What follows belongs to an exercise in optimizing a design on an open flow for small area, a short achievable clock period and few clock cycles per item; a production flow would make more cautious choices. RTL that was checked went through simulation tests only; none was proved equivalent to the original. For runs 3 to 6, only the layout was checked, not whether the RTL still works. No activity file was given, so power comes from the tool's default toggle rates.

$ cat constraint.sdc
create_clock -name core_clock -period 12.0 [get_ports {clk}]
set_input_delay 2.4000 -clock core_clock [delete_from_list [all_inputs] [get_ports {clk}]]
set_output_delay 2.4000 -clock core_clock [all_outputs]
set_load 0.01 [all_outputs]
$ cat standard.sh
#!/bin/bash
# synth_recipe.tcl (not shown) runs the flow's synth.tcl, then flattens the netlist and writes it again
# the make line also repeats each setting of config.mk as NAME=value (left out here)
make -C /OpenROAD-flow-scripts/flow DESIGN_CONFIG=/design/flow/config.mk WORK_HOME=/design/flow/orfs CLKGATE_MAP_FILE= SYNTH_SCRIPT=/design/flow/synth_recipe.tcl "${@:-finish}"
$ cat flow/run.sh
#!/bin/bash
# The standard layout, with timing repair aiming at a setup slack of 6.0 ns
# (a shorter achieved period) instead of 0. Each step's log is kept in
# orfs/logs by ORFS; the make output goes to the logs below.
set -euo pipefail
bash standard.sh synth > synth_make.log 2>&1
bash standard.sh SETUP_SLACK_MARGIN=6.0 finish > layout_make.log 2>&1
$ cat config.mk
export PLATFORM = sky130hd
export DESIGN_NAME = frame_decoder
export DESIGN_NICKNAME = frame_decoder
export VERILOG_FILES = /design/flow/design.v
export SDC_FILE = /design/flow/constraint.sdc
export NUM_CORES = 4
export LEC_CHECK = 0
export CAP_MARGIN = 40
export CORE_MARGIN = 2
export CORE_UTILIZATION = 40
export SLEW_MARGIN = 40
$ cat design.v
module crc64_nvme_byte (
    input  wire [63:0] crc_in,
    input  wire [7:0]  data,
    input  wire        hold,
    output wire [63:0] crc_out
);
    localparam [63:0] POLY_R = 64'h9A6C9329AC4BC9B5;
    reg [63:0] c;
    integer i;
    always @(*) begin
        c = {56'd0, (crc_in[7:0] ^ data) & {8{~hold}}};
        for (i = 0; i < 8; i = i + 1)
            c = (c >> 1) ^ (POLY_R & {64{c[0]}});
        c = c ^ {8'd0, crc_in[63:8]};
    end
    assign crc_out = c;
endmodule
module frame_decoder (
    input  wire        clk,
    input  wire        rst,           
    input  wire        cmd_valid,
    output reg         cmd_ready,
    input  wire [2:0]  cmd_op,
    input  wire [63:0] cmd_arg,
    output reg         rsp_valid,
    output wire [7:0]  rsp_status,
    output wire [7:0]  rsp_cause,
    output wire [63:0] rsp_result,
    input  wire        in_valid,
    output reg         in_ready,
    input  wire [7:0]  in_data,
    output wire        out_valid,
    input  wire        out_ready,
    output wire [7:0]  out_data
);
    localparam [2:0] OP_INIT     = 3'd0;
    localparam [2:0] OP_GET_LCS  = 3'd1;
    localparam [2:0] OP_GET_OFF  = 3'd2;
    localparam [2:0] OP_RESET    = 3'd3;
    localparam [2:0] OP_FINALIZE = 3'd4;
    localparam [5:0] C_BAD_VERSION     = 6'h11;
    localparam [5:0] C_LENGTH_MISMATCH = 6'h12;
    localparam [5:0] C_BAD_FLAGS       = 6'h13;
    localparam [5:0] C_ZERO_SEGMENTS   = 6'h14;
    localparam [5:0] C_SEQUENCE        = 6'h15;
    localparam [5:0] C_CONTENT_OVERRUN = 6'h16;
    localparam [5:0] C_PAST_END        = 6'h17;
    localparam [5:0] C_FINAL_OFFSET    = 6'h18;
    localparam [5:0] C_SEGMENT_CRC     = 6'h20;
    localparam [5:0] C_MESSAGE_CRC     = 6'h21;
    reg        valid;             
    reg        fault;
    reg [5:0]  fcause;            
    reg r_hdr, r_shdr, r_cont, r_sftr, r_mftr, r_fread, r_done;
    reg [63:0] xlen;              
    reg        crc_on;            
    reg [15:0] seg_count;         
    reg [63:0] offset;
    reg [15:0] seg_num;
    reg [63:0] seg_rem;           
    reg [63:0] seg_crc;           
    reg [63:0] msg_crc;
    reg [63:0] boundary;
    reg        has_b;             
    reg [15:0] b_seg_num;
    reg [63:0] b_msg_crc;
    reg [3:0]  pend_k;            
    reg        save;              
    reg [3:0]  hcnt;              
    reg        lastb;             
    reg        rem1;              
    reg        last_s;            
    reg        last_n;            
    reg        perr;              
    reg        len_nz;            
    reg [7:0]  pb;                
    reg [1:0]  pbw;               
    reg        ovf;               
    reg [7:0]  e0;                
    reg        ez;                
    reg [7:0]  ob0, ob1;
    reg        ov0, ov1;
    reg        go;                
    reg [2:0]  op_r;
    reg        pending;           
    reg        swapped;           
    reg [2:0]  st_r;
    reg [6:0]  ca_r;
    assign out_valid  = ov0;
    assign out_data   = ob0;
    assign rsp_status = {5'd0, st_r};
    assign rsp_cause  = {1'b0, ca_r};
    assign rsp_result = offset;
    wire take     = in_valid & in_ready;
    wire cmd_fire = cmd_valid & cmd_ready;
    wire footer   = r_sftr | r_mftr;
    wire tl       = take & lastb;             
    wire tc       = take & r_cont;            
    wire init_now = cmd_fire & (cmd_op == OP_INIT);
    wire slow_cmd = (cmd_op == OP_GET_LCS) | (cmd_op == OP_RESET);
    wire go_init  = go & (op_r == OP_INIT);
    wire go_ok    = go & valid & !fault;
    wire go_reset = go_ok & (op_r == OP_RESET);
    wire go_fin   = go_ok & (op_r == OP_FINALIZE) & (r_fread | r_done);
    wire go_lcs   = go & valid & (op_r == OP_GET_LCS);
    wire swap_bk  = swapped & rsp_valid;
    wire swap     = go_lcs | swap_bk;
    wire [63:0] off_k = offset + {60'd0, pend_k};
    wire [15:0] snp1   = seg_num + 16'd1;
    wire        x_hi0  = (xlen[63:5] == 59'd0);
    wire        x_lt13 = x_hi0 & (xlen[4:0] < 5'd13);
    wire        x_lt23 = x_hi0 & (xlen[4:0] < 5'd23);
    wire e_lt8  = ez & (e0 < 8'd8);
    wire e_lt10 = ez & (e0 < 8'd10);
    wire e_lt16 = ez & (e0 < 8'd16);
    wire e_lt18 = ez & (e0 < 8'd18);
    wire e_eq0  = ez & (e0 == 8'd0);
    wire e_eq16 = ez & (e0 == 8'd16);
    wire [63:0] seg_crc_nx, msg_crc_nx;
    crc64_nvme_byte u_seg_crc (.crc_in(seg_crc), .data(in_data), .hold(footer), .crc_out(seg_crc_nx));
    crc64_nvme_byte u_msg_crc (.crc_in(msg_crc), .data(in_data), .hold(footer), .crc_out(msg_crc_nx));
    reg        berr;
    reg [5:0]  bcode;
    always @(*) begin
        berr  = 1'b0;
        bcode = C_BAD_VERSION;
        if (r_hdr) begin
            if (hcnt == 4'd0) begin
                berr = (in_data != 8'd1);  bcode = C_BAD_VERSION;
            end else if (hcnt <= 4'd8) begin
                berr = (in_data != pb);    bcode = C_LENGTH_MISMATCH;
            end else if (hcnt == 4'd9) begin
                berr = (in_data[7:1] != 7'd0); bcode = C_BAD_FLAGS;
            end else if (hcnt == 4'd10) begin
                berr = (in_data != 8'd0);  bcode = C_BAD_FLAGS;
            end
        end else if (r_shdr) begin
            bcode = C_SEQUENCE;
            if (hcnt == 4'd0)      berr = (in_data != snp1[7:0]);
            else if (hcnt == 4'd1) berr = (in_data != snp1[15:8]);
        end else begin
            bcode = r_sftr ? C_SEGMENT_CRC : C_MESSAGE_CRC;
            berr  = (in_data != pb);
        end
    end
    wire       ovf_nx  = ovf ? (in_data >= pb) : (in_data > pb);
    wire [7:0] pbo     = pb - {7'd0, ovf};
    wire       e_byte0 = (in_data == pbo);
    wire [7:0] e_byte  = pbo - in_data;
    wire       nz_nx   = len_nz | (in_data != 8'd0);
    wire       zero_c  = (seg_count[7:0] == 8'd0) & (in_data == 8'd0);
    wire       ez_z    = ez & (pbo == 8'd0);
    wire       ez_lt8  = ez_z & (e0 < 8'd8);
    wire       ez_lt10 = ez_z & (e0 < 8'd10);
    wire       ez_eq0  = ez_z & (e0 == 8'd0);
    wire [2:0] pb_sel  = r_hdr ? hcnt[2:0] : (hcnt[2:0] - 3'd1);
    wire [7:0] x_byte  = xlen[8 * pb_sel +: 8];
    wire [7:0] o_byte  = offset[8 * pb_sel +: 8] & {8{~r_hdr}};
    wire       pb_first = r_shdr & (hcnt == 4'd1);
    wire [1:0] pbw_in  = (r_shdr & !pb_first) ? pbw : 2'd0;
    wire [9:0] pb_sub  = {2'd0, x_byte} - {2'd0, o_byte} - (pb_first ? 10'd10 : {8'd0, pbw_in});
    wire [1:0] pbw_nx  = pb_sub[9] ? (pb_sub[8] ? 2'd1 : 2'd2) : 2'd0;
    reg        n_fault;
    reg [5:0]  n_fcause;
    reg        n_hdr, n_shdr, n_cont, n_sftr, n_mftr, n_fread, n_done;
    reg        n_valid;
    always @(*) begin
        n_valid  = valid;
        n_fault  = fault;
        n_fcause = fcause;
        {n_hdr, n_shdr, n_cont, n_sftr, n_mftr, n_fread, n_done} =
            {r_hdr, r_shdr, r_cont, r_sftr, r_mftr, r_fread, r_done};
        if (go_init) begin
            n_valid = 1'b1;
            n_fault = 1'b0;
            {n_hdr, n_shdr, n_cont, n_sftr, n_mftr, n_fread, n_done} = 7'b1000000;
        end else if (go_reset) begin
            if (!has_b)
                {n_hdr, n_shdr, n_cont, n_sftr, n_mftr, n_fread, n_done} = 7'b1000000;
            else if (b_seg_num < seg_count)
                {n_hdr, n_shdr, n_cont, n_sftr, n_mftr, n_fread, n_done} = 7'b0100000;
            else if (crc_on)
                {n_hdr, n_shdr, n_cont, n_sftr, n_mftr, n_fread, n_done} = 7'b0000100;
            else
                {n_hdr, n_shdr, n_cont, n_sftr, n_mftr, n_fread, n_done} = 7'b0000010;
        end else if (go_fin) begin
            {n_hdr, n_shdr, n_cont, n_sftr, n_mftr, n_fread, n_done} = 7'b0000001;
        end else if (tc) begin
            if (rem1) begin
                n_cont = 1'b0;
                if (crc_on) begin
                    n_sftr = 1'b1;
                    if (e_lt8) begin n_fault = 1'b1; n_fcause = C_PAST_END; end
                end else if (last_s) begin
                    n_fread = 1'b1;
                    if (!e_eq0) begin n_fault = 1'b1; n_fcause = C_FINAL_OFFSET; end
                end else begin
                    n_shdr = 1'b1;
                    if (e_lt10) begin n_fault = 1'b1; n_fcause = C_PAST_END; end
                end
            end
        end else if (tl) begin
            if (r_hdr) begin
                n_hdr = 1'b0; n_shdr = 1'b1;
                if (perr) begin
                    n_fault = 1'b1;
                end else if (zero_c) begin
                    n_fault = 1'b1; n_fcause = C_ZERO_SEGMENTS;
                end else if (x_lt23) begin
                    n_fault = 1'b1; n_fcause = C_PAST_END;
                end
            end else if (r_shdr) begin
                n_shdr = 1'b0;
                if (nz_nx)       n_cont  = 1'b1;
                else if (crc_on) n_sftr  = 1'b1;
                else if (last_n) n_fread = 1'b1;
                else             n_shdr  = 1'b1;
                if (perr) begin
                    n_fault = 1'b1;
                end else if (ovf_nx) begin
                    n_fault = 1'b1; n_fcause = C_CONTENT_OVERRUN;
                end else if (!nz_nx) begin
                    if (crc_on) begin
                        if (ez_lt8) begin n_fault = 1'b1; n_fcause = C_PAST_END; end
                    end else if (last_n) begin
                        if (!ez_eq0) begin n_fault = 1'b1; n_fcause = C_FINAL_OFFSET; end
                    end else begin
                        if (ez_lt10) begin n_fault = 1'b1; n_fcause = C_PAST_END; end
                    end
                end
            end else if (r_sftr) begin
                n_sftr = 1'b0;
                if (last_s) n_mftr = 1'b1;
                else        n_shdr = 1'b1;
                if (perr | berr) begin
                    n_fault = 1'b1; n_fcause = C_SEGMENT_CRC;
                end else if (last_s ? e_lt16 : e_lt18) begin
                    n_fault = 1'b1; n_fcause = C_PAST_END;
                end
            end else begin  
                n_mftr = 1'b0; n_fread = 1'b1;
                if (perr | berr) begin
                    n_fault = 1'b1; n_fcause = C_MESSAGE_CRC;
                end else if (!e_eq16) begin
                    n_fault = 1'b1; n_fcause = C_FINAL_OFFSET;
                end
            end
        end else if (take & berr & !perr) begin
            n_fcause = bcode;        
        end
    end
    wire n_takes = n_hdr | n_shdr | n_cont | n_sftr | n_mftr;
    wire step_ok = r_hdr  ? !(perr | zero_c | x_lt13) :
                   r_shdr ? !(perr | ovf_nx) :
                            !(perr | berr);
    wire n_save  = (tc & rem1 & !crc_on) |
                   (tl & step_ok & (r_sftr | (r_shdr & !nz_nx & !crc_on)));
    wire push  = tc;
    wire pop   = ov0 & out_ready;
    wire n_ov0 = ov1 | push | (ov0 & !pop);
    wire n_ov1 = ov1 ? !pop : (push & ov0 & !pop);
    always @(posedge clk) begin
        if (rst) begin
            valid     <= 1'b0;
            fault     <= 1'b0;
            in_ready  <= 1'b0;
            ov0       <= 1'b0;
            ov1       <= 1'b0;
            cmd_ready <= 1'b1;
            go        <= 1'b0;
            pending   <= 1'b0;
            swapped   <= 1'b0;
            rsp_valid <= 1'b0;
            pend_k    <= 4'd0;
            save      <= 1'b0;
        end else begin
            valid     <= n_valid;
            fault     <= n_fault;
            in_ready  <= n_valid & !n_fault & n_takes & !(n_ov0 & n_ov1);
            ov0       <= n_ov0;
            ov1       <= n_ov1;
            cmd_ready <= !cmd_fire;
            go        <= cmd_fire;
            pending   <= (cmd_fire & slow_cmd) | ((cmd_fire | pending) & n_ov0);
            rsp_valid <= ((cmd_fire & !slow_cmd) | pending) & !n_ov0;
            swapped   <= go_lcs | (swapped & !rsp_valid);
            pend_k    <= tc ? 4'd1 : !(tl & step_ok) ? 4'd0 :
                         r_hdr ? 4'd13 : r_shdr ? 4'd10 : 4'd8;
            save      <= n_save;
        end
    end
    always @(posedge clk) begin
        fcause <= n_fcause;
        {r_hdr, r_shdr, r_cont, r_sftr, r_mftr, r_fread, r_done} <=
            {n_hdr, n_shdr, n_cont, n_sftr, n_mftr, n_fread, n_done};
        if (!ov0 | pop) ob0 <= ov1 ? ob1 : in_data;
        if (push) ob1 <= in_data;
        if (cmd_fire) begin
            op_r <= cmd_op;
            st_r <= 3'd0;
            ca_r <= 7'd0;
            if (cmd_op == OP_INIT) xlen <= cmd_arg;
            if (cmd_op > OP_FINALIZE) begin
                st_r <= 3'd5; ca_r <= 7'h50;
            end else if (cmd_op == OP_INIT) begin
            end else if (!valid) begin
                st_r <= 3'd6; ca_r <= 7'h60;
            end else if (cmd_op == OP_GET_LCS || cmd_op == OP_GET_OFF) begin
            end else if (fault) begin
                st_r <= 3'd7; ca_r <= {1'b0, fcause};
            end else if (cmd_op == OP_FINALIZE && !(r_fread | r_done)) begin
                st_r <= 3'd3; ca_r <= 7'h30;
            end
        end
        offset <= init_now ? 64'd0 : (go_reset | swap) ? boundary : off_k;
        if (go_init | swap | save)
            boundary <= go_init ? 64'd0 : off_k;
        if (go_init | save)
            has_b <= !go_init;
        if (save) begin
            b_seg_num <= seg_num;
            b_msg_crc <= msg_crc;
        end
        if (go_reset | (take & (r_hdr | (r_shdr & lastb))))
            seg_num <= go_reset ? b_seg_num : r_hdr ? 16'd0 : snp1;
        last_n <= (snp1 == seg_count);
        if (go_reset)
            last_s <= (b_seg_num == seg_count);
        else if (take & r_shdr & lastb)
            last_s <= last_n;
        if (take & r_hdr & (hcnt == 4'd9))  crc_on <= in_data[0];
        if (take & r_hdr & (hcnt == 4'd11)) seg_count[7:0] <= in_data;
        if (take & r_hdr & (hcnt == 4'd12)) seg_count[15:8] <= in_data;
        if (go_init | go_reset) begin
            hcnt  <= 4'd0;
            lastb <= 1'b0;
            perr  <= 1'b0;
        end else if (take) begin
            if (lastb | r_cont) begin
                hcnt  <= 4'd0;
                lastb <= 1'b0;
                perr  <= 1'b0;
            end else begin
                hcnt  <= hcnt + 4'd1;
                lastb <= (r_hdr & (hcnt == 4'd11)) | (r_shdr & (hcnt == 4'd8)) |
                         (footer & (hcnt == 4'd6));
                perr  <= perr | berr;
            end
        end
        if (take) begin
            seg_rem <= r_cont ? seg_rem - 64'd1 : {in_data, seg_rem[63:8]};
            rem1    <= r_cont ? (seg_rem == 64'd2) :
                       ((in_data == 8'd0) & (seg_rem[63:16] == 48'd0) & (seg_rem[15:8] == 8'd1));
            len_nz  <= (r_shdr & (hcnt >= 4'd2)) & nz_nx;
            ovf     <= (r_shdr & (hcnt >= 4'd2)) & ovf_nx;
            pbw     <= pbw_nx;
        end
        if (go_reset)
            pb <= ~b_msg_crc[7:0];
        else if (take) begin
            if (r_hdr | (r_shdr & !lastb))       pb <= pb_sub[7:0];
            else if (r_shdr)                     pb <= 8'h00;
            else if (r_cont | (r_sftr & !lastb)) pb <= ~seg_crc_nx[7:0];
            else if (r_sftr)                     pb <= ~msg_crc[7:0];
            else                                 pb <= ~msg_crc_nx[7:0];
        end
        if (take & r_shdr & (hcnt == 4'd2)) e0 <= e_byte;
        if (take & r_shdr & (hcnt >= 4'd2))
            ez <= (ez | (hcnt == 4'd2)) & ((hcnt == 4'd2) | e_byte0);
        if (take & (r_shdr | r_cont | r_sftr))
            seg_crc <= r_shdr ? {64{1'b1}} : seg_crc_nx;
        if (go_reset | (take & (r_hdr | r_cont | r_mftr)))
            msg_crc <= go_reset ? b_msg_crc : r_hdr ? {64{1'b1}} : msg_crc_nx;
    end
endmodule
==> results of run 1 <==
-- cells by family after synthesis --
kind of cell / synth area share, %
multiplexers: 2.90
AND/OR/NAND/NOR: 14.7
adder cells (fa/ha/maj): 2.70
buffers and inverters: 2.84
flip-flops: 54.1
other: 0.0122
XOR/XNOR: 14.2
AO/OA/AOI/OAI: 8.53
-- cells in the mapped netlist, types with 32 or more instances --
cell and instances:
nand3_1 46, nor3_1 70, inv_1 82, dfxtp_1 93
ha_1 60, nor4_1 40, a211oi_1 56, nand4_1 32
edfxtp_1 492, nand2b_1 70, a21oi_1 164, nand2_1 162
xor2_1 139, clkbuf_1 107, xnor2_1 280, o21ai_0 82
nor2_1 362
-- worst max-delay path: stages --
cell and delay [ns]:
clkdlybuf4s50_1 0.76, or4_1 0.75, a211o_1 0.31, a211oi_1 0.26, a2bb2oi_1 0.26, o211ai_1 0.21
nor2_1 0.26, ha_1 0.21, nor2_1 0.04, a31oi_1 0.15, o21ai_0 0.11, or2_2 0.33
a31oi_1 0.18
-- flip-flops by register name, indices dropped and copies added (netlist names), 16 cells and up --
signal / flops
b_seg_num: 16
seg_num: 16
b_msg_crc: 64
msg_crc: 64
seg_count: 16
seg_rem: 64
xlen: 64
offset: 64
seg_crc: 64
boundary: 64
-- routing by layer --
metal / GRT usage (%) / routed length [um] / vias to the layer above
met1: 27.4 / 35900 / 10556
li1: - / - / 10089
met4: 6.91 / 2260 / 0
met2: 33.9 / 39000 / 546
met3: 2.98 / 3780 / 120
met5: 0 / 0 / -
-- power breakdown --
part           switching, uW  internal (uW)  leakage (uW)  total [uW]
Clock                    856           1220       0.00106        2070
Combinational            733            601       0.00608        1330
Sequential              65.3           2300       0.00521        2360
-- repair_timing --
item,in CTS,in global routing
setup buffers,0,0
endpoints found under the setup margin,0,7
resized for setup,0,3
-- worst max-delay path by stage --
| stage | slack (ns) | depth (start not counted) | end |
|---|---|---|---|
| after detailed placement | 5.44 | 9 | msg_crc[28]$_DFFE_PP_ |
| after CTS | 6.03 | 9 | msg_crc[28]$_DFFE_PP_ |
| after floorplan | 6.04 | 2 | msg_crc[0]$_DFFE_PP_ |
| after global routing | 6.00 | 13 | fcause[1]$_DFFE_PP_ |
| after global placement | 5.28 | 8 | fcause[4]$_SDFFCE_PP1P_ |
| final | 6.22 | 13 | fcause[1]$_DFFE_PP_ |
-- per-stage QoR --
step	hold slack (ns)	std cells	cell area, sq um
floorplan	0.424	2740	30800
global placement	0.442	3836	33500
detailed placement	0.452	3838	33600
CTS	0.467	3962	35800
global route	0.484	3965	35900
finish	0.460	3965	35900
-- final cells by class --
cell class	instances	area, sq um	area share, %
Sequential cell	585	16600	46.4
Antenna cell	3	7.51	0.0209
Tap cell	1030	1290	3.59
Multi-Input combinational cell	1938	13400	37.4
Inverter	84	318	0.886
Clock buffer	86	1830	5.11
Clock inverter	38	382	1.06
Timing Repair Buffer	201	1970	5.49
==> results.txt, run 1 <==
Rows=101; worst slack at placement=5.44 ns; pin count of the biggest net entering global routing=92; worst r2r dst=pb[7]$_DFFE_PP_; Fin. Hold Viols=0; Die Width=281 um; clock slew seen by the registers of the worst setup and hold paths=0.06 ns; via count=21311; fin crit share=48.1%; final HPWL from detailed placement=56.0 mm; I/O pin total=172; Cells after Synth=2735; most frequent cells in the layout=492 x edfxtp_1, 354 x nor2_1, 276 x xnor2_1; Lkg Pwr=0.0124 uW; CTS tree=yes; Post-synth EDFFs=492; worst-case clock buffer depth=3; commonest non-fill, non-tap cell in the layout=edfxtp_1; CP Launch Point=in_data[4]; setup tns final=0 ns; PnR worst setup slack=6.22 ns; H-tree depth=3; ys flop type=edfxtp_1; min-delay worst type=flop to flop; register area share after synthesis=54.1%; Starting Density=40.4%; Starting DRT DRC Count=1671; CP Launch Type=primary input; Nets=3022; Max Cap Viol=0; actual slew at the worst max-slew pin=0.778 ns; Synth area leaders=edfxtp_1 48%, xnor2_1 8.0%, dfxtp_1 6.1%; post-synthesis cell area=30700 sq um; Setup CP Type=primary input to flop; first-pass GRT wire length=126 mm; Clock Latency Late Sink=0.61 ns; initial antenna violation count=3; Yosys reg bits=585; Synth async-reset ratio=0%; Routed WL per cell=20.4 um; first-pass iteration count of the detailed router=5; final total power=5770 uW; Hold EP=b_msg_crc[15]$_DFFE_PP_; Routed WL=80.9 mm; Die Footprint=79100 sq um; Placeable Area=76100 sq um; GRT Total Usage=20.5%; final setup violation count=0; Period minus WS final=5.78 ns; PD cells=161 nW/um^2; r2r startpoint=hcnt[0]$_SDFFE_PP0P_; clock skew=0.0301 ns; Util after Layout=47.1%; final antenna-violating net count=0; Root Driver=clkbuf_16; die height=281 um; r2r setup slk=6.39 ns; Rel. slew slack=47.6%; layout cells sized above 1=8.59%; Synth top area share=48.1%; Hold Buf Count CTS=0; Syn Area/Cell=11.2 sq um; Final GP Congestion=0.887; status=finished clean; CTS Buf Count=68; # port buffers=165; Peak VDD IR=0.000102 V; path depth of the worst reg2reg path=17; Yosys top cell by area=edfxtp_1; fmax=173 MHz; vias in the first global route=21512; vias per inst=5.37; FILL cells=6962; CP required=12.45 ns; total clock sinks=585; Area Overhead vs Synth=16.6%; min-delay src=msg_crc[15]$_DFFE_PP_; RSZ-0062 raised after global routing=yes; Syn. warnings=2; Synth cell types=84; Hold Crit Depth=0; grt ovf=0; Max Slew Vio Count=0; DRC Markers=0; crit path capture type=flop; worst path arrival time=6.23 ns; CP max FO=11
Testbench counts, summed over its fixed seeds: cycles 55,012, items 54,500.
==> run 2: changes to the inputs <==
==> flow/run.sh (replaced) <==
#!/bin/bash
# The standard layout, with timing repair aiming at a setup slack of 7.0 ns
# (a shorter achieved period) instead of 0. Each step's log is kept in
# orfs/logs by ORFS; the make output goes to the logs below.
set -euo pipefail
bash standard.sh synth > synth_make.log 2>&1
bash standard.sh SETUP_SLACK_MARGIN=7.0 finish > layout_make.log 2>&1
==> results.txt, run 2 <==
status=finished clean; GRT Total Usage=20.9% (+0.42 points); FILL cells=6882 (-1.1%); DP Cell Count=3836 (-0.052%); Hold Buf Count CTS=0 (unchanged); PD cells=161 nW/um^2 (about the same); Rel. slew slack=46.6% (-1.1 points); Period minus WS final=4.89 ns (-0.886 ns); ys flop type=edfxtp_1; RSZ-0062 raised after global routing=no; Die Footprint=79100 sq um (unchanged); total clock sinks=585 (unchanged); cell area after layout=36400 sq um (+1.5%); H-tree depth=3 (unchanged); register area share after synthesis=54.1% (unchanged); I/O pin total=172 (unchanged); initial antenna violation count=4 (+1); final HPWL from detailed placement=56.9 mm (+1.6%); min-delay src=msg_crc[15]$_DFFE_PP_; Starting DRT DRC Count=1753 (+4.9%); Placeable Area=76100 sq um (unchanged); most common cell in the netlist=edfxtp_1; Max Cap Viol=0 (unchanged); commonest non-fill, non-tap cell in the layout=edfxtp_1; fmax=205 MHz (+18%); via count=21603 (+1.4%); Cells after Synth=2735 (unchanged); Hold EP=b_msg_crc[15]$_DFFE_PP_; Max Slew Vio Count=0 (unchanged); grt ovf=0 (unchanged); Root Driver=clkbuf_16; Metal-1 WL=36.1 mm (+0.72%); met2 WL=39.4 mm (+1.2%); Hold Crit Depth=0 (unchanged); Yosys top cell by area=edfxtp_1; Fin. Hold Viols=0 (unchanged); first-pass iteration count of the detailed router=5 (unchanged); actual slew at the worst max-slew pin=0.794 ns (+0.0158 ns); Routed WL=83.2 mm (+2.8%); r2r startpoint=r_hdr$_DFF_P_; Starting Density=40.4% (unchanged); final setup violation count=0 (unchanged); final antenna-violating net count=0 (unchanged); clock slew seen by the registers of the worst setup and hold paths=0.06 ns (about the same); worst-case clock buffer depth=3 (unchanged); Synth area leaders=edfxtp_1 48%, xnor2_1 8.0%, dfxtp_1 6.1%; Synth async-reset ratio=0% (unchanged); r2r setup slk=7.28 ns (+0.89 ns); fin crit share=40.7% (-7.4 points); Synth top area share=48.1% (unchanged); Syn Area/Cell=11.2 sq um (unchanged); first-pass GRT wire length=128 mm (+1.5%); Commonest cells post-synth=492 x edfxtp_1, 362 x nor2_1, 280 x xnor2_1; # port buffers=165 (unchanged); Rows=101 (unchanged); Nets=3051 (+0.96%); CP Launch Type=primary input; CP Launch Point=in_data[0]; Area Overhead vs Synth=18.3%; CTS Buf Count=68 (unchanged); CTS tree=yes; Syn. warnings=2 (unchanged); CP required=12.37 ns (-0.08 ns); layout cells sized above 1=10.4% (+1.8 points); clock skew=0.0318 ns (+0.00175 ns); crit path capture type=flop; worst r2r dst=pb[6]$_DFFE_PP_; most frequent cells in the layout=492 x edfxtp_1, 353 x nor2_1, 273 x xnor2_1; min-delay worst type=flop to flop; Yosys reg bits=585 (unchanged); CP max FO=5 (-6); DR top layer=met4; Final GP Congestion=0.875 (-1.3%); Clock Latency Late Sink=0.63 ns (+0.02 ns); Post-DP Area=33700 sq um (+0.20%); Routed WL per cell=20.8 um (+2.1%); die height=281 um (unchanged); Setup CP Type=primary input to flop; Synth cell types=84 (unchanged); DR WL met3=5.34 mm (+41%); worst path arrival time=5.26 ns (-0.97 ns); vias in the first global route=21595 (+0.39%); pin count of the biggest net entering global routing=120 (+30%); Post-synth EDFFs=492 (unchanged); Lkg Pwr=0.0126 uW (+2.1%); setup tns final=0 ns (unchanged); path depth of the worst reg2reg path=16 (-1); vias per inst=5.41 (+0.66%); Post-Layout Cell Count=3993 (+0.71%); Die Width=281 um (unchanged); DRC Markers=0 (unchanged); Peak VDD IR=0.000135 V (+33%); register area=16600 sq um (about the same); Multi-input gate area=13600 sq um (+1.5%); post-synthesis cell area=30700 sq um (unchanged)
## run 2: cell types whose count changed in the layout (fill, tap and decap cells not counted), moves of 3 or more
cell             before  now
buf_2                 1    6
xor2_1              137  133
buf_12                1    5
clkdlybuf4s50_1     164  157
o21ai_0              81   78
inv_16                0    3
xnor2_4               2    5
xnor2_1             276  273
nand2_1             161  158
buf_4                26   46
clkbuf_8              2    6
clkinvlp_4            6    2
## run 2: where the power goes
| part | switching (uW) | internal [uW] | leakage (uW) |
|---|---|---|---|
| combinational | 749 | 651 | 0.00632 |
| clock | 875 | 1230 | 0.00109 |
| sequential | 57.7 | 2300 | 0.00521 |
| total | 1680 | 4180 | 0.0126 |
## run 2: timing repair
item | in CTS | in global routing
resized for setup | 38 | 23
setup buffers | 17 | 12
gates cloned | 0 | 1
endpoints found under the setup margin | 110 | 69
pin swaps | 6 | 5
## run 2: cell families after synthesis
| kind of cell | synth area share (%) |
|---|---|
| compound gates | 8.53 |
| xor+xnor | 14.2 |
| fa+ha+maj | 2.70 |
| buf+inv | 2.84 |
| flops | 54.1 |
| mux | 2.90 |
| other cells | 0.0122 |
| simple gates | 14.7 |
## run 2: metrics by stage
stage	util (%)	power, uW	worst slack, ns	hold WS, ns
after floorplan	-	3330	6.94	0.424
after global placement	44.1	3710	5.59	0.442
after detailed placement	44.3	3730	5.72	0.457
after CTS	47.5	5880	7.00	0.460
after global routing	47.8	6100	7.04	0.474
final	47.8	5860	7.11	0.458
## run 2: layout make-up
| class | count | share of cell area [%] |
|---|---|---|
| clock buffer | 88 | 5.08 |
| antenna | 3 | 0.0206 |
| sequential | 585 | 45.8 |
| tap | 1030 | 3.54 |
| timing repair buffer | 230 | 6.24 |
| clock inverter | 35 | 1.07 |
| inverter | 84 | 0.884 |
| multi-input combinational | 1938 | 37.4 |
## run 2: metal layers
layer	vias to the layer above	GRT usage [%]
met5	-	0
met3	140	4.08
met1	10632	28.1
met4	0	6.59
met2	689	33.9
li1	10142	-
## run 2: critical path, cell delays in order
cell and delay [ns]:
dlygate4sd2_1 0.26, buf_12 0.14, xor2_4 0.19, buf_4 0.16
buf_4 0.16, or2_2 0.29, mux2i_2 0.20, xor2_2 0.21
buf_6 0.13, xnor3_2 0.41, xor3_1 0.41, or2_2 0.29
## run 2: worst max path at each step
stage	to
after detailed placement	pb[4]$_DFFE_PP_
after floorplan	in_ready$_SDFF_PP0_
after global placement	pb[6]$_DFFE_PP_
final	seg_crc[5]$_SDFFCE_PP1P_
after CTS	pb[2]$_DFFE_PP_
after global routing	seg_crc[5]$_SDFFCE_PP1P_
==> run 3: changes to the inputs <==
--- a/design.v
+++ b/design.v
@@ -80,8 +80,7 @@
     reg        ez;                
     reg [7:0]  ob0, ob1;
     reg        ov0, ov1;
-    reg        go;                
-    reg [2:0]  op_r;
+    reg        go_init, go_reset, go_fin, go_lcs;
     reg        pending;           
     reg        swapped;           
     reg [2:0]  st_r;
@@ -98,11 +97,6 @@
     wire tc       = take & r_cont;            
     wire init_now = cmd_fire & (cmd_op == OP_INIT);
     wire slow_cmd = (cmd_op == OP_GET_LCS) | (cmd_op == OP_RESET);
-    wire go_init  = go & (op_r == OP_INIT);
-    wire go_ok    = go & valid & !fault;
-    wire go_reset = go_ok & (op_r == OP_RESET);
-    wire go_fin   = go_ok & (op_r == OP_FINALIZE) & (r_fread | r_done);
-    wire go_lcs   = go & valid & (op_r == OP_GET_LCS);
     wire swap_bk  = swapped & rsp_valid;
     wire swap     = go_lcs | swap_bk;
     wire [63:0] off_k = offset + {60'd0, pend_k};
@@ -267,7 +261,10 @@
             ov0       <= 1'b0;
             ov1       <= 1'b0;
             cmd_ready <= 1'b1;
-            go        <= 1'b0;
+            go_init   <= 1'b0;
+            go_reset  <= 1'b0;
+            go_fin    <= 1'b0;
+            go_lcs    <= 1'b0;
             pending   <= 1'b0;
             swapped   <= 1'b0;
             rsp_valid <= 1'b0;
@@ -280,7 +277,10 @@
             ov0       <= n_ov0;
             ov1       <= n_ov1;
             cmd_ready <= !cmd_fire;
-            go        <= cmd_fire;
+            go_init   <= cmd_fire & (cmd_op == OP_INIT);
+            go_reset  <= cmd_fire & (cmd_op == OP_RESET) & valid & !fault;
+            go_fin    <= cmd_fire & (cmd_op == OP_FINALIZE) & valid & !fault & (r_fread | r_done);
+            go_lcs    <= cmd_fire & (cmd_op == OP_GET_LCS) & valid;
             pending   <= (cmd_fire & slow_cmd) | ((cmd_fire | pending) & n_ov0);
             rsp_valid <= ((cmd_fire & !slow_cmd) | pending) & !n_ov0;
             swapped   <= go_lcs | (swapped & !rsp_valid);
@@ -296,7 +296,6 @@
         if (!ov0 | pop) ob0 <= ov1 ? ob1 : in_data;
         if (push) ob1 <= in_data;
         if (cmd_fire) begin
-            op_r <= cmd_op;
             st_r <= 3'd0;
             ca_r <= 7'd0;
             if (cmd_op == OP_INIT) xlen <= cmd_arg;
==> flow/run.sh (replaced) <==
#!/bin/bash
# The standard layout (the standard.sh, unchanged synthesis), with two
# settings changed: timing repair aims at a setup slack of 8.5 ns instead of 0,
# so the layout reaches a shorter period, and the buffer put on every port is
# a buf_4 instead of the delay cell the resizer picks by default. Each ORFS
# step writes its own log under orfs/logs; make's output goes to the logs
# named below.
set -euo pipefail
bash standard.sh synth > synth_make.log 2>&1
bash standard.sh SETUP_SLACK_MARGIN=8.5 "BUFFER_PORTS_ARGS=-buffer_cell sky130_fd_sc_hd__buf_4" finish > layout_make.log 2>&1
==> results.txt, run 3 <==
total clock sinks=585 (unchanged); Die Width=281 um (-0.23%); Setup CP Type=primary input to flop; PnR worst setup slack=7.70 ns (+0.594 ns); DRC Markers=0 (unchanged); critical path's top delay family=XOR/XNOR gates; Synth cell types=93 (+11%); die height=281 um (-0.23%); crit path capture type=flop; vias per inst=5.50 (+1.6%); initial antenna violation count=0 (-4); CTS Buf Count=66 (-2.9%); clock skew=0.0253 ns (-0.00658 ns); Post-synth EDFFs=489 (-0.61%); via count=22689 (+5.0%); grt ovf=0 (unchanged); first-pass GRT wire length=135 mm (+5.2%); Routed WL per cell=21.9 um (+5.2%); layout cells sized above 1=33.2% (+23 points); Max Slew Vio Count=0 (unchanged); ys flop type=edfxtp_1; RSZ-0062 raised after global routing=yes; PD cells=164 nW/um^2 (+1.9%); Rel. slew slack=44.4% (-2.1 points); CP required=12.32 ns (-0.05 ns); commonest non-fill, non-tap cell in the layout=edfxtp_1; first-pass iteration count of the detailed router=5 (unchanged); fmax=233 MHz (+14%); most common cell in the netlist=edfxtp_1; final setup violation count=0 (unchanged); worst path arrival time=4.61 ns (-0.65 ns); Yosys top cell by area=edfxtp_1; worst-case clock buffer depth=3 (unchanged); Synth area leaders=edfxtp_1 48%, xnor2_1 7.5%, dfxtp_1 6.3%; Lkg Pwr=0.0150 uW (+19%); CP max FO=5 (unchanged); GRT Total Usage=22.1% (+1.2 points); Commonest cells post-synth=489 x edfxtp_1, 322 x nor2_1, 263 x xnor2_1; CP dominant cell by count=xnor2_4; CTS tree=yes; Die Footprint=78700 sq um (-0.45%); ANT cells=0 (-3); Syn Area/Cell=11.5 sq um (+2.0%); Area Overhead vs Synth=35.4%; Multi-input gate area=16000 sq um (+17%); crit path cell chain=buf_16 > xnor2_4 > buf_12 > buf_6 > xnor3_1 > nand2_4 > xor2_4 > xnor3_2 > xnor2_4 > xnor2_2 > nand2_1; vias in the first global route=22424 (+3.8%); final HPWL from detailed placement=54.9 mm (-3.5%); most frequent cells in the layout=489 x edfxtp_1, 312 x nor2_1, 260 x buf_4; clock slew seen by the registers of the worst setup and hold paths=0.06 ns (about the same); FILL cells=6185 (-10%); post-synthesis cell area=30600 sq um (-0.46%); actual slew at the worst max-slew pin=0.834 ns (+0.0395 ns); final antenna-violating net count=0 (unchanged); Cells after Synth=2669 (-2.4%); Peak VDD IR=0.000102 V (-25%); Rows=101 (unchanged); Synth async-reset ratio=0% (unchanged); Routed WL=90.4 mm (+8.7%); Synth top area share=48.0% (-0.074 points); worst slack at placement=6.54 ns (+0.814 ns); Final GP Congestion=0.889 (+1.6%); H-tree depth=3 (unchanged); Starting DRT DRC Count=1787 (+1.9%); min-delay worst type=flop to flop; Clock Latency Late Sink=0.62 ns (about the same); Root Driver=clkbuf_16; # port buffers=165 (unchanged); register area=16900 sq um (+1.3%); Syn. warnings=2 (unchanged); Starting Density=40.4% (-0.050 points); Nets=3240 (+6.2%); Yosys reg bits=585 (unchanged); pin count of the biggest net entering global routing=101 (-16%); fin crit share=35.8% (-4.9 points); register area share after synthesis=54.3% (+0.15 points); Fin. Hold Viols=0 (unchanged); CP Launch Type=primary input; Slowest cell on crit path=xnor3_2; Placeable Area=75800 sq um (-0.33%); setup tns final=0 ns (unchanged); Critical Path Max Stage Delay=0.48 ns (+0.07 ns); Period minus WS final=4.30 ns (-0.594 ns); Max Cap Viol=0 (unchanged); buffers plus inverters on the worst setup path=3 (-2); status=finished clean; I/O pin total=172 (unchanged)
==> run 3: cell count changes after synthesis, sizes merged, moves of 11 or more <==
cell,change
nor2,-38
nor3,-17
nand2,+48
a211oi,+17
a2bb2oi,+38
nand2b,-43
xnor2,-11
a21oi,-57
==> run 3: kinds of logic (layout without fill, tap and decap cells) <==
kind of cell	after synthesis	in the layout	share of synthesized area, %
muxes	54	55	2.83
other	1	6	0.0123
AOI/OAI and AO/OA	424	424	9.33
buffers and inverters	216	687	2.94
and+or+nand+nor	888	889	13.9
DFF	585	585	54.3
adders and majority gates	64	64	2.71
xor gates and xnor gates	437	438	14.0
==> run 3: worst paths after layout <==
check                        start  cells after the start                   endpoint  slack [ns]
max reg2reg          r_hdr$_DFF_P_                     16            pb[7]$_DFFE_PP_        7.94
min          msg_crc[13]$_DFFE_PP_                      0    b_msg_crc[13]$_DFFE_PP_        0.46
min reg2reg  msg_crc[13]$_DFFE_PP_                      0    b_msg_crc[13]$_DFFE_PP_        0.46
max                     in_data[0]                     11  seg_crc[11]$_SDFFCE_PP1P_        7.70
==> run 3: timing repair <==
action,in CTS,in global routing
pin swaps,112,108
resized for setup,456,186
hold buffers,0,0
endpoints found under the setup margin,298,235
cloned,7,0
hold endpoints to repair,0,0
setup buffers,191,100
==> run 3: through the flow <==
step                hold WS (ns)  instance area (sq um)  utilization (%)  std cells  power [uW]
global placement           0.445                  33700             44.4       3702        3800
CTS                        0.468                  39600             52.3       4024        6420
finish                     0.465                  41400             54.7       4126        6800
floorplan                  0.428                  31800                -       2674        3470
detailed placement         0.457                  33700             44.5       3706        3830
global route               0.481                  41400             54.7       4126        7050
==> run 3: layout make-up <==
cell class,count,area share (%)
flip-flops and latches,585,40.7
multi-input cells,1876,38.5
repair buffers,485,11.9
clock buffers,93,4.40
well taps,978,2.95
inverters,82,0.872
clock inverters,27,0.688
==> run 3: layer usage <==
layer / vias up / global-route usage [%] / wire length, um
met4: 0 / 6.50 / 2530
met1: 11343 / 29.0 / 37700
li1: 10463 / - / -
met3: 158 / 3.92 / 5070
met2: 725 / 37.2 / 45100
met5: - / 0 / 0
==> run 3: power breakdown <==
part / switching, uW / internal, uW
clock: 850 / 1160
sequential: 57.2 / 2300
combinational: 1130 / 1310
==> run 4: changes to the inputs <==
==> flow/run.sh (replaced) <==
#!/bin/bash
# The standard layout (the standard.sh, unchanged synthesis), with two
# settings changed: timing repair aims at a setup slack of 8.0 ns instead of 0,
# so the layout reaches a shorter period, and the buffer put on every port is
# a buf_4 instead of the delay cell the resizer picks by default. Each ORFS
# step writes its own log under orfs/logs; make's output goes to the logs
# named below.
set -euo pipefail
bash standard.sh synth > synth_make.log 2>&1
bash standard.sh SETUP_SLACK_MARGIN=8.0 "BUFFER_PORTS_ARGS=-buffer_cell sky130_fd_sc_hd__buf_4" finish > layout_make.log 2>&1
==> results.txt, run 4 <==
status=finished clean; Nets=3134 (-3.3%); vias in the first global route=22283 (-0.63%); Die Footprint=78700 sq um (unchanged); Syn. warnings=2 (unchanged); first-pass GRT wire length=133 mm (-0.95%); Lkg Pwr=0.0140 uW (-6.4%); H-tree depth=3 (unchanged); grt ovf=0 (unchanged); Commonest cells post-synth=489 x edfxtp_1, 322 x nor2_1, 263 x xnor2_1; ys flop type=edfxtp_1; final antenna-violating net count=0 (unchanged); final setup violation count=0 (unchanged); most frequent cells in the layout=489 x edfxtp_1, 309 x nor2_1, 288 x buf_4; fin crit share=36.2% (+0.38 points); CP Launch Type=primary input; Fin. Hold Viols=0 (unchanged); combinational family with the most area after synthesis=XOR/XNOR gates; final HPWL from detailed placement=56.4 mm (+2.8%); clock skew=0.0295 ns (+0.00427 ns); crit path capture type=flop; Area Overhead vs Synth=28.2%; CTS tree=yes; Synth cell types=93 (unchanged); PD cells=169 nW/um^2 (+3.1%); Placeable Area=75800 sq um (unchanged); Setup CP Type=primary input to flop; I/O pin total=172 (unchanged); CP max FO=6 (+1); mux contribution to synthesized area=2.83% (unchanged); Synth Area in Simple Gates=13.9% (unchanged); final total power=6640 uW (-2.4%); Max Cap Viol=0 (unchanged); fmax=230 MHz (-1.0%); most common cell in the netlist=edfxtp_1; RSZ-0062 raised after global routing=yes; Root Driver=clkbuf_16; commonest non-fill, non-tap cell in the layout=edfxtp_1; # port buffers=165 (unchanged); Max Slew Vio Count=0 (unchanged); Starting DRT DRC Count=1974 (+10%); initial antenna violation count=3 (+3); pin count of the biggest net entering global routing=120 (+19%); Peak VDD IR=0.000106 V (+4.1%); first-pass iteration count of the detailed router=6 (+1); post-synthesis cell area=30600 sq um (unchanged); Yosys reg bits=585 (unchanged); die height=281 um (unchanged); Routed WL per cell=22.1 um (+0.86%); post-synthesis xor/xnor area fraction=14.0% (unchanged); Rel. slew slack=45.7% (+1.3 points); Final GP Congestion=0.871 (-2.1%); setup tns final=0 ns (unchanged); Synth async-reset ratio=0% (unchanged); layout cells sized above 1=26.7% (-6.4 points); Rows=101 (unchanged); Syn Area/Cell=11.5 sq um (unchanged); Synth Area in Compound Gates=9.33% (unchanged); Starting Density=40.4% (unchanged); Clock Latency Late Sink=0.63 ns (about the same); Adder-Cell Fraction of Synth Area=2.71% (unchanged); met2 WL=43.7 mm (-3.1%); worst path arrival time=4.67 ns (+0.06 ns); DR WL met3=4.80 mm (-5.3%); worst slack at placement=6.56 ns (+0.0204 ns); Die Width=281 um (unchanged); actual slew at the worst max-slew pin=0.814 ns (-0.0194 ns); cell area after layout=39200 sq um (-5.4%); CP required=12.33 ns (about the same); DRC Markers=0 (unchanged); Yosys top cell by area=edfxtp_1; Period minus WS final=4.34 ns (+0.0452 ns); Hold Buf Count CTS=0 (unchanged); min-delay worst type=flop to flop; hold_ws=0.457 ns (-0.00801 ns); Routed WL=89.0 mm (-1.6%); GRT Total Usage=21.9% (-0.20 points); Synth area leaders=edfxtp_1 48%, xnor2_1 7.5%, dfxtp_1 6.3%; Cells after Synth=2669 (unchanged); Metal-1 WL=37.8 mm (+0.18%); DR top layer=met4; register area share after synthesis=54.3% (unchanged); total clock sinks=585 (unchanged); via count=22302 (-1.7%); worst-case clock buffer depth=3 (unchanged); CTS Buf Count=68 (+3.0%); clock slew seen by the registers of the worst setup and hold paths=0.06 ns (about the same); vias per inst=5.54 (+0.74%); PnR worst setup slack=7.66 ns (-0.0452 ns); Synth top area share=48.0% (unchanged); Post-synth EDFFs=489 (unchanged); Post-DP Area=33400 sq um (-0.88%)
## run 4: changes by cell type in the layout (fill, tap and decap cells not counted), moves of 9 or more
cell      before  now
xnor2_1      169  204
clkbuf_1      21   12
xor2_4        31   20
buf_6        179   56
buf_4        260  288
dfxtp_1       21   90
xnor2_2       60   35
xnor2_4       46   36
dfxtp_4       65    4
## run 4: cells by family (layout without fill, tap and decap cells)
family	after synthesis	count (layout)
compound gates	424	424
buf+inv	216	584
fa+ha+maj	64	64
xor+xnor	437	438
flops	585	585
mux	54	54
simple gates	888	891
other cells	1	8
## run 4: where the power goes
group	internal, uW	leakage [uW]	switching [uW]
sequential	2290	0.00516	67.7
combinational	1110	0.00775	1030
clock	1270	0.00112	869
## run 4: path summary, 6_finish.rpt
check	start	end	slack, ns	cells after the start
worst min register to register	msg_crc[13]$_DFFE_PP_	b_msg_crc[13]$_DFFE_PP_	0.46	0
worst min-delay path	msg_crc[13]$_DFFE_PP_	b_msg_crc[13]$_DFFE_PP_	0.46	0
worst max register to register	hcnt[0]$_SDFFE_PP0P_	pb[7]$_DFFE_PP_	7.78	17
worst max-delay path	in_data[2]	fcause[0]$_DFFE_PP_	7.66	11
## run 4: worst max-delay path, cell delays in order
cell and delay (ns):
buf_16 0.13, ha_4 0.27, and3_4 0.22, a41oi_2 0.13, a211oi_2 0.26, a2bb2oi_2 0.24, o311ai_4 0.17, nor2_2 0.20
ha_4 0.23, a221oi_4 0.28, o32ai_2 0.13
## run 4: repair_timing
action | in CTS | in global routing
setup endpoints to repair | 175 | 139
cloned | 7 | 1
gates resized for setup | 176 | 137
pin swaps | 76 | 88
setup buffers | 112 | 73
## run 4: routing by layer
layer,vias to the layer above,GRT usage [%]
met4,0,6.54
met5,-,0
met3,162,3.27
met1,11184,29.0
li1,10267,-
met2,689,37.0
## run 4: through the flow
step | std cells | utilization, %
finish | 4026 | 51.7
global route | 4025 | 51.7
CTS | 3949 | 49.8
detailed placement | 3704 | 44.1
global placement | 3703 | 44.1
floorplan | 2674 | -
## run 4: area by class of cell
type	instances	area [sq um]
Antenna cell	2	5.00
Timing Repair Buffer	376	3490
Fill cell	6410	36600
Tap cell	978	1220
Clock buffer	92	1980
Inverter	82	342
Sequential cell	585	16600
Clock inverter	34	327
Multi-Input combinational cell	1877	15200
==> run 5: changes to the inputs <==
==> flow/run.sh (replaced) <==
#!/bin/bash
# The standard layout (the standard.sh, unchanged synthesis), with two
# settings changed: timing repair aims at a setup slack of 8.0 ns instead of 0,
# so the layout reaches a shorter period, and the buffer put on every port is
# a buf_2 instead of the delay cell the resizer picks by default. Each ORFS
# step writes its own log under orfs/logs; make's output goes to the logs
# named below.
set -euo pipefail
bash standard.sh synth > synth_make.log 2>&1
bash standard.sh SETUP_SLACK_MARGIN=8.0 "BUFFER_PORTS_ARGS=-buffer_cell sky130_fd_sc_hd__buf_2" finish > layout_make.log 2>&1
--- a/config.mk
+++ b/config.mk
@@ -7,5 +7,7 @@
 export LEC_CHECK = 0
 export CAP_MARGIN = 40
 export CORE_MARGIN = 2
-export CORE_UTILIZATION = 40
+export CORE_UTILIZATION = 55
+export CTS_BUF_LIST = sky130_fd_sc_hd__clkbuf_8
+export PLACE_DENSITY = 0.65
 export SLEW_MARGIN = 40
==> results.txt, run 5 <==
# port buffers=165 (unchanged); crit path capture type=flop; GRT Total Usage=27.3% (+5.4 points); Post-Layout Cell Count=3771 (-6.3%); register area share after synthesis=54.3% (unchanged); grt ovf=0 (unchanged); Starting DRT DRC Count=1536 (-22%); Clock Latency Late Sink=0.71 ns (+0.08 ns); min-delay worst type=flop to flop; vias per inst=5.73 (+3.4%); worst-case clock buffer depth=3 (unchanged); clock share of power=29.8% (-2.5 points); CTS tree=yes; CP Launch Point=r_hdr$_DFF_P_; Cells after Synth=2669 (unchanged); Routed WL per cell=21.1 um (-4.5%); Reg power frac=40.4% (+4.8 points); Commonest cells post-synth=489 x edfxtp_1, 322 x nor2_1, 263 x xnor2_1; Fin. Hold Viols=0 (unchanged); Max Cap Viol=0 (unchanged); Hold Buf Count CTS=0 (unchanged); die height=240 um (-15%); Root Driver=clkbuf_8; worst path arrival time=4.61 ns (-0.06 ns); Rel. slew slack=45.6% (-0.15 points); DRC Markers=0 (unchanged); commonest non-fill, non-tap cell in the layout=edfxtp_1; final HPWL from detailed placement=51.7 mm (-8.4%); Lkg Pwr=0.0132 uW (-5.6%); clock slew seen by the registers of the worst setup and hold paths=0.06 ns (about the same); CTS Buf Count=98 (+44%); Multi-input gate area=14600 sq um (-4.0%); FILL cells=4252 (-34%); Starting Density=55.6% (+15 points); final setup violation count=0 (unchanged); Area Overhead vs Synth=19.9%; total clock sinks=585 (unchanged); Synth cell types=93 (unchanged); Placeable Area=55100 sq um (-27%); fmax=240 MHz (+4.2%); CP required=12.44 ns (+0.11 ns); first-pass iteration count of the detailed router=5 (-1); Synth area leaders=edfxtp_1 48%, xnor2_1 7.5%, dfxtp_1 6.3%; P_sw=1790 uW (-8.8%); Max Slew Vio Count=0 (unchanged); via count=21601 (-3.1%); Synth async-reset ratio=0% (unchanged); first-pass GRT wire length=122 mm (-8.8%); pin count of the biggest net entering global routing=108 (-10%); most frequent cells in the layout=489 x edfxtp_1, 314 x nor2_1, 224 x xnor2_1; PD cells=159 nW/um^2 (-5.8%); CP max FO=6 (unchanged); Final GP Congestion=0.918 (+5.4%); vias in the first global route=21641 (-2.9%); Nets=3082 (-1.7%); most common cell in the netlist=edfxtp_1; r2r startpoint=r_hdr$_DFF_P_; CP Launch Type=flop; hold_ws=0.461 ns (+0.00419 ns); RSZ-0062 raised after global routing=yes; Die Footprint=57600 sq um (-27%); PnR worst setup slack=7.83 ns (+0.174 ns); H-tree depth=3 (unchanged); I/O pin total=172 (unchanged); post-synthesis cell area=30600 sq um (unchanged); actual slew at the worst max-slew pin=0.816 ns (+0.00226 ns); Die Width=240 um (-15%); status=finished clean; final antenna-violating net count=0 (unchanged); Synth top area share=48.0% (unchanged); sw frac=30.7% (+1.0 points); initial antenna violation count=1 (-2); Yosys top cell by area=edfxtp_1; clock skew=0.0201 ns (-0.00943 ns); Routed WL=79.6 mm (-11%); Period minus WS final=4.17 ns (-0.174 ns); worst slack at placement=6.44 ns (-0.118 ns); Yosys reg bits=585 (unchanged); Setup CP Type=flop to flop; final total power=5850 uW (-12%); ys flop type=edfxtp_1; fin crit share=34.7% (-1.4 points); Syn. warnings=2 (unchanged); register area=16600 sq um (about the same); setup tns final=0 ns (unchanged); min-delay src=pending$_SDFF_PP0_; Syn Area/Cell=11.5 sq um (unchanged); DP Cell Count=3473 (-6.2%); P_int=4050 uW (-13%); layout cells sized above 1=23.3% (-3.4 points); Rows=86 (-15%); logic gate share of total power=29.7% (-2.5 points); Peak VDD IR=0.000109 V (+2.4%); Post-synth EDFFs=489 (unchanged)
[run 5: worst paths after layout]
check / slack (ns) / depth (start not counted) / endpoint
setup / recovery: 7.83 / 15 / pb[5]$_DFFE_PP_
hold / removal: 0.46 / 2 / pending$_SDFF_PP0_
setup reg to reg: 7.83 / 15 / pb[5]$_DFFE_PP_
hold reg to reg: 0.46 / 2 / pending$_SDFF_PP0_
[run 5: routing by layer]
layer / GRT usage, % / wire length [um] / up-vias
li1: - / - / 10186
met4: 9.81 / 2490 / 0
met3: 4.98 / 4480 / 169
met2: 45.8 / 39400 / 704
met5: 0 / 0 / -
met1: 35.6 / 33300 / 10542
[run 5: through the flow]
step                      util [%]  area (sq um)
after floorplan                  -         31500
after global placement        59.4         32700
after detailed placement      59.4         32700
after CTS                     65.2         35900
after global routing          66.6         36700
final                         66.6         36700
[run 5: cell families after synthesis]
family | Yosys count | synth area share [%]
simple gates | 888 | 13.9
fa+ha+maj | 64 | 2.71
flops | 585 | 54.3
compound gates | 424 | 9.33
buf+inv | 216 | 2.94
xor+xnor | 437 | 14.0
mux | 54 | 2.83
other cells | 1 | 0.0123
[run 5: final cells by class]
type | instances | area share, %
clock inverter | 74 | 1.12
inverter | 82 | 0.958
sequential | 585 | 45.3
tap | 748 | 2.55
clock buffer | 110 | 4.13
antenna | 1 | 0.00682
multi-input combinational | 1876 | 39.9
timing repair buffer | 295 | 6.03
[run 5: timing repair]
action                     in CTS  in global routing
resized for setup             114                 72
setup endpoints to repair     167                140
buffers inserted               62                 44
pin swaps                      35                 52
gates cloned                    5                  1
[run 5: power groups by stage]
stage | clock (uW) | sequential [uW] | combinational [uW]
after floorplan | 0 | 2390 | 1070
after global placement | 0 | 2410 | 1340
after detailed placement | 0 | 2410 | 1360
after CTS | 1780 | 2360 | 1560
after global routing | 1860 | 2370 | 1850
final | 1750 | 2360 | 1740
[run 5: worst max-delay path, stage by stage, from the launching register on]
cell and delay, ns:
dfxtp_4 0.40, buf_12 0.13, xor2_4 0.18, buf_12 0.16
mux4_2 0.54, mux2i_4 0.24, ha_4 0.18, inv_2 0.04
fa_1 0.58, ha_1 0.25, nor2b_4 0.13, o31a_1 0.29
nor3_4 0.22, xor2_2 0.12, a221oi_2 0.34, nand2_1 0.10
==> run 6: changes to the inputs <==
--- a/config.mk
+++ b/config.mk
@@ -8,6 +8,6 @@
 export CAP_MARGIN = 40
 export CORE_MARGIN = 2
 export CORE_UTILIZATION = 55
-export CTS_BUF_LIST = sky130_fd_sc_hd__clkbuf_8
+export CTS_BUF_LIST = sky130_fd_sc_hd__clkbuf_4
 export PLACE_DENSITY = 0.65
 export SLEW_MARGIN = 40
==> results.txt, run 6 <==
Clock Latency Late Sink=1.00 ns (+0.29 ns); Starting DRT DRC Count=1552 (+1.0%); first-pass GRT wire length=122 mm (+0.78%); Slowest cell on crit path=mux4_2; # port buffers=165 (unchanged); worst path arrival time=4.84 ns (+0.23 ns); CTS tree=yes; Syn Area/Cell=11.5 sq um (unchanged); CP required=12.72 ns (+0.28 ns); Die Footprint=57600 sq um (unchanged); Fin. Hold Viols=0 (unchanged); Cells after Synth=2669 (unchanged); PD cells=160 nW/um^2 (+0.23%); Max Slew Vio Count=0 (unchanged); Post-synth EDFFs=489 (unchanged); crit path cell chain=inv_8 > ha_4 > mux2i_4 > buf_12 > mux4_2 > a21oi_1 > nor2_1 > ha_2 > inv_2 > fa_1 > ha_1 > nor2b_4 > o31a_1 > nor3_4 > xor2_1 > a221oi_2 > nand2_1; Routed WL per cell=20.5 um (-2.8%); crit path capture type=flop; Starting Density=55.6% (unchanged); setup tns final=0 ns (unchanged); CP Capture Point=pb[5]$_DFFE_PP_; Critical Path Max Stage Delay=0.50 ns (-0.08 ns); Period minus WS final=4.12 ns (-0.0482 ns); actual slew at the worst max-slew pin=0.799 ns (-0.0169 ns); Synth top area share=48.0% (unchanged); via count=21847 (+1.1%); Final GP Congestion=0.918 (unchanged); Syn. warnings=2 (unchanged); Rows=86 (unchanged); most common cell in the netlist=edfxtp_1; worst-case clock buffer depth=3 (unchanged); DRC Markers=0 (unchanged); total clock sinks=585 (unchanged); Yosys reg bits=585 (unchanged); fmax=243 MHz (+1.2%); vias per inst=5.68 (-0.91%); Peak VDD IR=0.000119 V (+9.3%); Nets=3120 (+1.2%); clock slew seen by the registers of the worst setup and hold paths=0.06 ns (about the same); r2r startpoint=hcnt[0]$_SDFFE_PP0P_; I/O pin total=172 (unchanged); r2r setup slk=7.88 ns (+0.05 ns); CP Launch Type=flop; initial antenna violation count=2 (+1); pin count of the biggest net entering global routing=108 (unchanged); commonest non-fill, non-tap cell in the layout=edfxtp_1; CTS Buf Count=159 (+62%); Rel. slew slack=46.6% (+1.1 points); post-synthesis cell area=30600 sq um (unchanged); layout cells sized above 1=27.0% (+3.7 points); CP Launch Point=hcnt[0]$_SDFFE_PP0P_; critical path's top delay family=adder cells; Setup CP Type=flop to flop; ys flop type=edfxtp_1; H-tree depth=4 (+1); grt ovf=0 (unchanged); Synth cell types=93 (unchanged); Commonest cells post-synth=489 x edfxtp_1, 322 x nor2_1, 263 x xnor2_1; min-delay src=pending$_SDFF_PP0_; Max Cap Viol=0 (unchanged); status=finished clean; Synth async-reset ratio=0% (unchanged); CP Depth=17 (+2); CP max FO=7 (+1); min-delay worst type=flop to flop; die height=240 um (unchanged); vias in the first global route=22098 (+2.1%); clock skew=0.0393 ns (+0.0192 ns); final setup violation count=0 (unchanged); RSZ-0062 raised after global routing=yes; final total power=5810 uW (-0.63%); worst r2r dst=pb[5]$_DFFE_PP_; Yosys top cell by area=edfxtp_1; first-pass iteration count of the detailed router=5 (unchanged); register area share after synthesis=54.3% (unchanged); Synth area leaders=edfxtp_1 48%, xnor2_1 7.5%, dfxtp_1 6.3%; Die Width=240 um (unchanged); GRT Total Usage=27.8% (+0.54 points); Area Overhead vs Synth=18.8%; path depth of the worst reg2reg path=17 (+2); buffers plus inverters on the worst setup path=3 (unchanged); final antenna-violating net count=0 (unchanged); fin crit share=34.3% (-0.40 points); Placeable Area=55100 sq um (unchanged); Routed WL=79.0 mm (-0.77%); most frequent cells in the layout=489 x edfxtp_1, 316 x nor2_1, 239 x clkbuf_4; Lkg Pwr=0.0131 uW (-0.88%); Root Driver=clkbuf_4; final HPWL from detailed placement=51.7 mm (unchanged)
==> run 6: final cells by class <==
cell class                      instances  area, sq um
Timing Repair Buffer                  274         1970
Clock buffer                          239         1790
Clock inverter                         44          303
Multi-Input combinational cell       1874        14200
Sequential cell                       585        16800
Tap cell                              748          936
Inverter                               82          344
Fill cell                            4293        18700
Antenna cell                            3         7.51
==> run 6: worst min path at each step <==
stage                                         end  slack [ns]  cells after the start
after CTS                  b_msg_crc[8]$_DFFE_PP_        0.46                      0
after floorplan           b_msg_crc[13]$_DFFE_PP_        0.43                      0
after global placement         pending$_SDFF_PP0_        0.44                      2
after detailed placement   b_msg_crc[8]$_DFFE_PP_        0.44                      0
after global routing      b_msg_crc[32]$_DFFE_PP_        0.48                      0
final                          pending$_SDFF_PP0_        0.46                      2
==> run 6: routing by layer <==
layer	up-vias	wire, um	global-route usage [%]
met5	-	0	0
met4	0	2530	12.1
met3	173	5360	6.75
met2	754	38200	45.6
met1	10570	32900	35.3
li1	10350	-	-
==> run 6: timing repair <==
item	CTS	global route
pin swaps	23	15
hold buffers	0	0
setup endpoints to repair	111	36
gates cloned	3	1
buffers inserted	60	25
gates resized for setup	186	28
==> run 6: cell families after synthesis <==
group | count (synthesis) | synth area share, %
compound gates | 424 | 9.33
xor+xnor | 437 | 14.0
fa+ha+maj | 64 | 2.71
buf+inv | 216 | 2.94
flops | 585 | 54.3
mux | 54 | 2.83
other cells | 1 | 0.0123
simple gates | 888 | 13.9
==> run 6: worst reg2reg max path: cells and delay by family, from the launching register on <==
family,cells,cell delay [ns]
adders and majority gates,4,1.17
AOI/OAI and AO/OA,3,0.77
muxes,2,0.67
and+or+nand+nor,4,0.45
DFF,1,0.40
buffers and inverters,3,0.26
xor gates and xnor gates,1,0.14
==> run 6: power by group <==
group          total [uW]  internal [uW]  leakage (uW)  switching, uW
Sequential           2350           2300       0.00521           55.8
Clock                1850            996       0.00123            854
Combinational        1610            763       0.00670            843
==> run 6: per-stage QoR <==
stage / area [sq um] / utilization (%) / setup slack (ns) / instances / hold slack [ns]
6_report: 36400 / 66.0 / 7.88 / 3849 / 0.461
5_1_grt: 36400 / 66.0 / 7.76 / 3849 / 0.475
4_1_cts: 35900 / 65.2 / 7.89 / 3819 / 0.460
3_5_place_dp: 32700 / 59.4 / 6.44 / 3473 / 0.445
3_3_place_gp: 32700 / 59.4 / 6.50 / 3473 / 0.443
2_1_floorplan: 31500 / - / 7.26 / 2674 / 0.428

==> port drivers added, routing unchanged <==
No port has a modelled driver above. Below, the same layouts with a new extraction and two added sets of constraints.
Step 1, drivers: a clkbuf_16 drives clk and a buf_2 each remaining input, both assumed.
Step 2 adds t to the input delays and takes it off the output delays; t is the mean of the earliest and latest rising clock arrival at the registers after step 1. Input paths then give back, and output paths get back, about the clock's delay inside the block.
a / b / c = ideal ports / drivers / drivers and shift; a / b = the first two.
run | t, ns | setup slack, ns | clock arrival spread, ns
run 1 | 0.665 | 6.225 / 6.265 / 5.601 | 0.033 / 0.033
run 2 | 0.679 | 7.111 / 7.155 / 6.475 | 0.033 / 0.033
run 3 | 0.673 | 7.705 / 7.686 / 7.013 | 0.029 / 0.029
run 4 | 0.681 | 7.660 / 7.646 / 6.964 | 0.030 / 0.031
run 5 | 0.760 | 7.833 / 7.833 / 7.078 | 0.023 / 0.023
run 6 | 1.046 | 7.881 / 7.881 / 6.920 | 0.040 / 0.040
After both steps every run listed still meets setup and hold. The setup slack of run 6, which loses most, moves by 0.000 ns with the drivers and by -0.961 ns with both steps.
